This design comes from an exercise in tuning for small area, a short achievable clock period and few clock cycles on the open sky130 flow, not from production work.
Power and IR drop assume default switching activity.

==> module lidar_framer, before the edit <==
module lidar_framer (
    input  wire         clk,
    input  wire         rst,
    input  wire         cancel,
    input  wire         in_valid,
    input  wire [7:0]   in_data,
    output reg          in_ready,
    output reg          out_valid,
    input  wire         out_ready,
    output wire [339:0] out_rec,
    output reg          err_valid,
    output reg  [1:0]   err_code,
    output reg          drop_pulse
);
    reg  [7:0]   d_q;
    reg          v_q;
    reg          in_frame;      
    reg  [5:0]   idx;           
    reg          have_prev;     
    reg          prev_54;       
    reg  [7:0]   sum_lo;
    reg  [7:0]   sum_hi;
    reg          sum_c;
    reg          lo_ok;
    reg  [5:0]   drop_r;
    reg  [5:0]   drop_t;
    reg  [335:0] sr;
    wire active   = !rst && !cancel;
    wire blocked  = in_frame && out_valid;           
    wire consume  = v_q && !blocked;
    wire take     = active && in_valid && in_ready;
    wire is_data  = (idx != 6'd42) && (idx <= 6'd44);
    wire is_c0    = (idx == 6'd45);
    wire is_c1    = (idx == 6'd46);
    wire f_consume = consume && in_frame;
    wire s_consume = consume && !in_frame;
    wire hdr       = s_consume && have_prev && prev_54 && (d_q == 8'h2C);
    wire new_drop  = s_consume && have_prev && !hdr;
    wire drop_any  = (drop_r != 6'd0);
    wire fire_drop = consume && drop_any && (drop_t == 6'd1);
    wire [5:0] r_dec = drop_r - {5'd0, drop_any};
    wire done      = f_consume && is_c1;
    wire cks_ok    = lo_ok && (sum_hi == d_q);
    wire [8:0] lo_add = {1'b0, sum_lo} + {1'b0, d_q};
    wire v_n        = take || (active && v_q && blocked);
    wire in_frame_n = active && (hdr || (in_frame && !(done)));
    wire ov_n       = !rst && ((done && cks_ok && !cancel) || (out_valid && !out_ready));
    always @(posedge clk) begin
        if (!(v_q && blocked))
            d_q <= in_data;
        v_q      <= v_n;
        in_ready <= !(v_n && in_frame_n && ov_n);
    end
    always @(posedge clk) begin
        if (!active) begin
            in_frame  <= 1'b0;
            have_prev <= 1'b0;
            drop_r    <= 6'd0;
        end else begin
            if (hdr)
                in_frame <= 1'b1;
            else if (done)
                in_frame <= 1'b0;
            if (s_consume)
                have_prev <= !hdr;
            else if (done)
                have_prev <= 1'b0;
            if (consume)
                drop_r <= new_drop ? 6'd45 : r_dec;
        end
        if (s_consume)
            prev_54 <= (d_q == 8'h54);
        if (hdr)
            idx <= 6'd2;
        else if (f_consume)
            idx <= idx + 6'd1;
        if (consume) begin
            if (new_drop && r_dec == 6'd0)
                drop_t <= 6'd45;
            else if (drop_t != 6'd1)
                drop_t <= drop_t - 6'd1;
        end
    end
    always @(posedge clk) begin
        if (hdr) begin
            sum_lo <= 8'h80;             
            sum_hi <= 8'h00;
            sum_c  <= 1'b0;
        end else begin
            sum_hi <= sum_hi + {7'd0, sum_c};
            sum_c  <= 1'b0;
            if (f_consume && idx <= 6'd44) begin
                sum_lo <= lo_add[7:0];
                sum_c  <= lo_add[8];
            end
        end
        if (f_consume && is_c0)
            lo_ok <= (sum_lo == d_q);
    end
    always @(posedge clk) begin
        if (f_consume && is_data)
            sr <= {sr[327:0], d_q};
    end
    always @(posedge clk) begin
        if (rst) begin
            out_valid  <= 1'b0;
            err_valid  <= 1'b0;
            err_code   <= 2'b00;
            drop_pulse <= 1'b0;
        end else begin
            out_valid  <= ov_n;
            err_valid  <= !cancel && done && !cks_ok;
            err_code   <= (!cancel && done && !cks_ok) ? 2'b11 : 2'b00;
            drop_pulse <= !cancel && fire_drop;
        end
    end
    assign out_rec[15:0]  = {sr[8*(43-3) +: 8], sr[8*(43-2) +: 8]};
    assign out_rec[31:16] = {sr[8*(43-5) +: 8], sr[8*(43-4) +: 8]};
    assign out_rec[47:32] = {sr[7:0], sr[15:8]};
    assign out_rec[51:48] = 4'd12;
    genvar p;
    generate
        for (p = 0; p < 12; p = p + 1) begin : g_pt
            assign out_rec[52+24*p +: 16] = {sr[8*(43-(7+3*p)) +: 8], sr[8*(43-(6+3*p)) +: 8]};
            assign out_rec[68+24*p +: 8]  = sr[8*(43-(8+3*p)) +: 8];
        end
    endgenerate
endmodule
Settings: LEC_CHECK=0, ABC_CLOCK_PERIOD_IN_PS=2500, CAP_MARGIN=20, CORE_MARGIN=2, CORE_UTILIZATION=55, CTS_BUF_LIST=sky130_fd_sc_hd__clkbuf_16, CTS_CLUSTER_DIAMETER=50, CTS_CLUSTER_SIZE=20, PLACE_DENSITY=0.7, SLEW_MARGIN=20; clock period 10.0 ns.
standard.sh (not shown) runs the stock make flow with config.mk's settings and CLKGATE_MAP_FILE= SYNTH_SCRIPT=/design/flow/synth_recipe.tcl, a recipe that flattens the netlist after the stock synthesis.
==> flow/flow/run.sh <==
#!/bin/bash
# Standard ORFS layout with the smallest buffer on every port.
set -euo pipefail
export BUFFER_PORTS_ARGS="-buffer_cell sky130_fd_sc_hd__buf_1"
bash standard.sh > standard.log 2>&1
Change:
==> flow/design.v (replaced) <==
module lidar_framer (
    input  wire         clk,
    input  wire         rst,
    input  wire         cancel,
    input  wire         in_valid,
    input  wire [7:0]   in_data,
    output reg          in_ready,
    output reg          out_valid,
    input  wire         out_ready,
    output wire [339:0] out_rec,
    output reg          err_valid,
    output wire [1:0]   err_code,
    output reg          drop_pulse
);
    reg  [7:0]   d_q;
    reg          v_q;
    reg          in_frame;      
    reg  [5:0]   idx;           
    reg          have_prev;     
    reg          prev_54;       
    reg  [5:0]   nk;            
    reg  [7:0]   sum_lo;
    reg  [5:0]   sum_hi;
    reg          sum_c;
    reg          lo_ok;
    reg  [335:0] sr;
    reg          sh_q;          
    wire active   = !rst && !cancel;
    wire blocked  = in_frame && out_valid;           
    wire consume  = v_q && !blocked;
    wire take     = active && in_valid && in_ready;
    wire is_data  = (idx != 6'd42) && (idx <= 6'd44);
    wire is_sum   = (idx <= 6'd44);
    wire is_c0    = (idx == 6'd45);
    wire is_c1    = (idx == 6'd46);
    wire f_consume = consume && in_frame;
    wire s_consume = consume && !in_frame;
    wire hdr       = s_consume && have_prev && prev_54 && (d_q == 8'h2C);
    wire new_drop  = s_consume && have_prev && !hdr;
    wire nk_is1    = (nk == 6'd1);
    wire fire_drop = in_frame ? (f_consume && !is_c1 && idx >= nk)
                              : (s_consume && nk_is1);
    wire done      = f_consume && is_c1;
    wire cks_ok    = lo_ok && (d_q[7:6] == 2'b00) && (sum_hi == d_q[5:0]);
    wire [8:0] lo_add = {1'b0, sum_lo} + {1'b0, d_q};
    wire v_n        = take || (active && v_q && blocked);
    wire in_frame_n = active && (hdr || (in_frame && !done));
    wire ov_n       = !rst && ((done && cks_ok && !cancel) || (out_valid && !out_ready));
    wire data_n     = hdr || (f_consume ? (idx != 6'd41 && idx <= 6'd43) : is_data);
    always @(posedge clk) begin
        if (!(v_q && blocked))
            d_q <= in_data;
        v_q      <= v_n;
        in_ready <= !(v_n && in_frame_n && ov_n);
        sh_q     <= v_n && in_frame_n && !ov_n && data_n;
    end
    always @(posedge clk) begin
        if (!active) begin
            in_frame  <= 1'b0;
            have_prev <= 1'b0;
            nk        <= 6'd46;
        end else begin
            if (hdr)
                in_frame <= 1'b1;
            else if (done)
                in_frame <= 1'b0;
            if (s_consume)
                have_prev <= !hdr;
            else if (done)
                have_prev <= 1'b0;
            if (done)
                nk <= 6'd46;
            else if (hdr)
                nk <= nk_is1 ? 6'd2 : nk;
            else if (new_drop && !nk_is1)
                nk <= nk - 6'd1;
        end
        if (s_consume)
            prev_54 <= (d_q == 8'h54);
        if (hdr)
            idx <= 6'd2;
        else if (f_consume)
            idx <= idx + 6'd1;
    end
    always @(posedge clk) begin
        if (hdr) begin
            sum_lo <= 8'h80;             
            sum_hi <= 6'd0;
            sum_c  <= 1'b0;
        end else begin
            sum_hi <= sum_hi + {5'd0, sum_c};
            sum_c  <= 1'b0;
            if (f_consume && is_sum) begin
                sum_lo <= lo_add[7:0];
                sum_c  <= lo_add[8];
            end
        end
        if (f_consume && is_c0)
            lo_ok <= (sum_lo == d_q);
    end
    always @(posedge clk) begin
        if (sh_q)
            sr <= {sr[327:0], d_q};
    end
    always @(posedge clk) begin
        if (rst) begin
            out_valid  <= 1'b0;
            err_valid  <= 1'b0;
            drop_pulse <= 1'b0;
        end else begin
            out_valid  <= ov_n;
            err_valid  <= !cancel && done && !cks_ok;
            drop_pulse <= !cancel && fire_drop;
        end
    end
    assign err_code = {err_valid, err_valid};
    assign out_rec[15:0]  = {sr[8*(43-3) +: 8], sr[8*(43-2) +: 8]};
    assign out_rec[31:16] = {sr[8*(43-5) +: 8], sr[8*(43-4) +: 8]};
    assign out_rec[47:32] = {sr[7:0], sr[15:8]};
    assign out_rec[51:48] = 4'd12;
    genvar p;
    generate
        for (p = 0; p < 12; p = p + 1) begin : g_pt
            assign out_rec[52+24*p +: 16] = {sr[8*(43-(7+3*p)) +: 8], sr[8*(43-(6+3*p)) +: 8]};
            assign out_rec[68+24*p +: 8]  = sr[8*(43-(8+3*p)) +: 8];
        end
    endgenerate
endmodule
Routed wire length falls by 1.5%. Area after synthesis falls by 2.5%. Power rises by 1.1%. Critical path depth falls by 4. Core utilization rises by 1.0 points. Synthesized cell count falls by 4.6%. Register-to-register slack improves by 1.4 ns. Design area falls by 1.8%. Sequential cell count falls by 7. First-iteration DRC count rises by 2.3%.
Function was not checked in any run of this note: the RTL went through the layout flow alone.

static timing again, ports no longer ideal:
No port has a modelled driver above. Below, the same layouts with a new extraction and two added sets of constraints. Step 1 sets driving cells, clkbuf_16 on the clock port and buf_2 on the other inputs (assumed; they add their load-dependent delay and slew). Step 2 moves the port delays by t, midway between the first and last clock arrival at a register: inputs arrive t later, outputs are due t later. That takes back most of the time a late clock gives input paths. Slacks: ideal ports / drivers / drivers and shift; pairs: ideal ports / drivers.
run | t, ns | setup slack, ns | hold WS [ns] | slew at the worst register clock pin (ns) | worst slew at a driven data input, ns
the first run | 0.591 | 6.260 / 6.260 / 6.260 | 0.443 / 0.443 / 0.443 | 0.08 / 0.08 | 0.04
the second run | 0.595 | 6.833 / 6.790 / 6.959 | 0.443 / 0.443 / 0.443 | 0.08 / 0.08 | 0.04
After both steps every run listed still meets setup and hold.
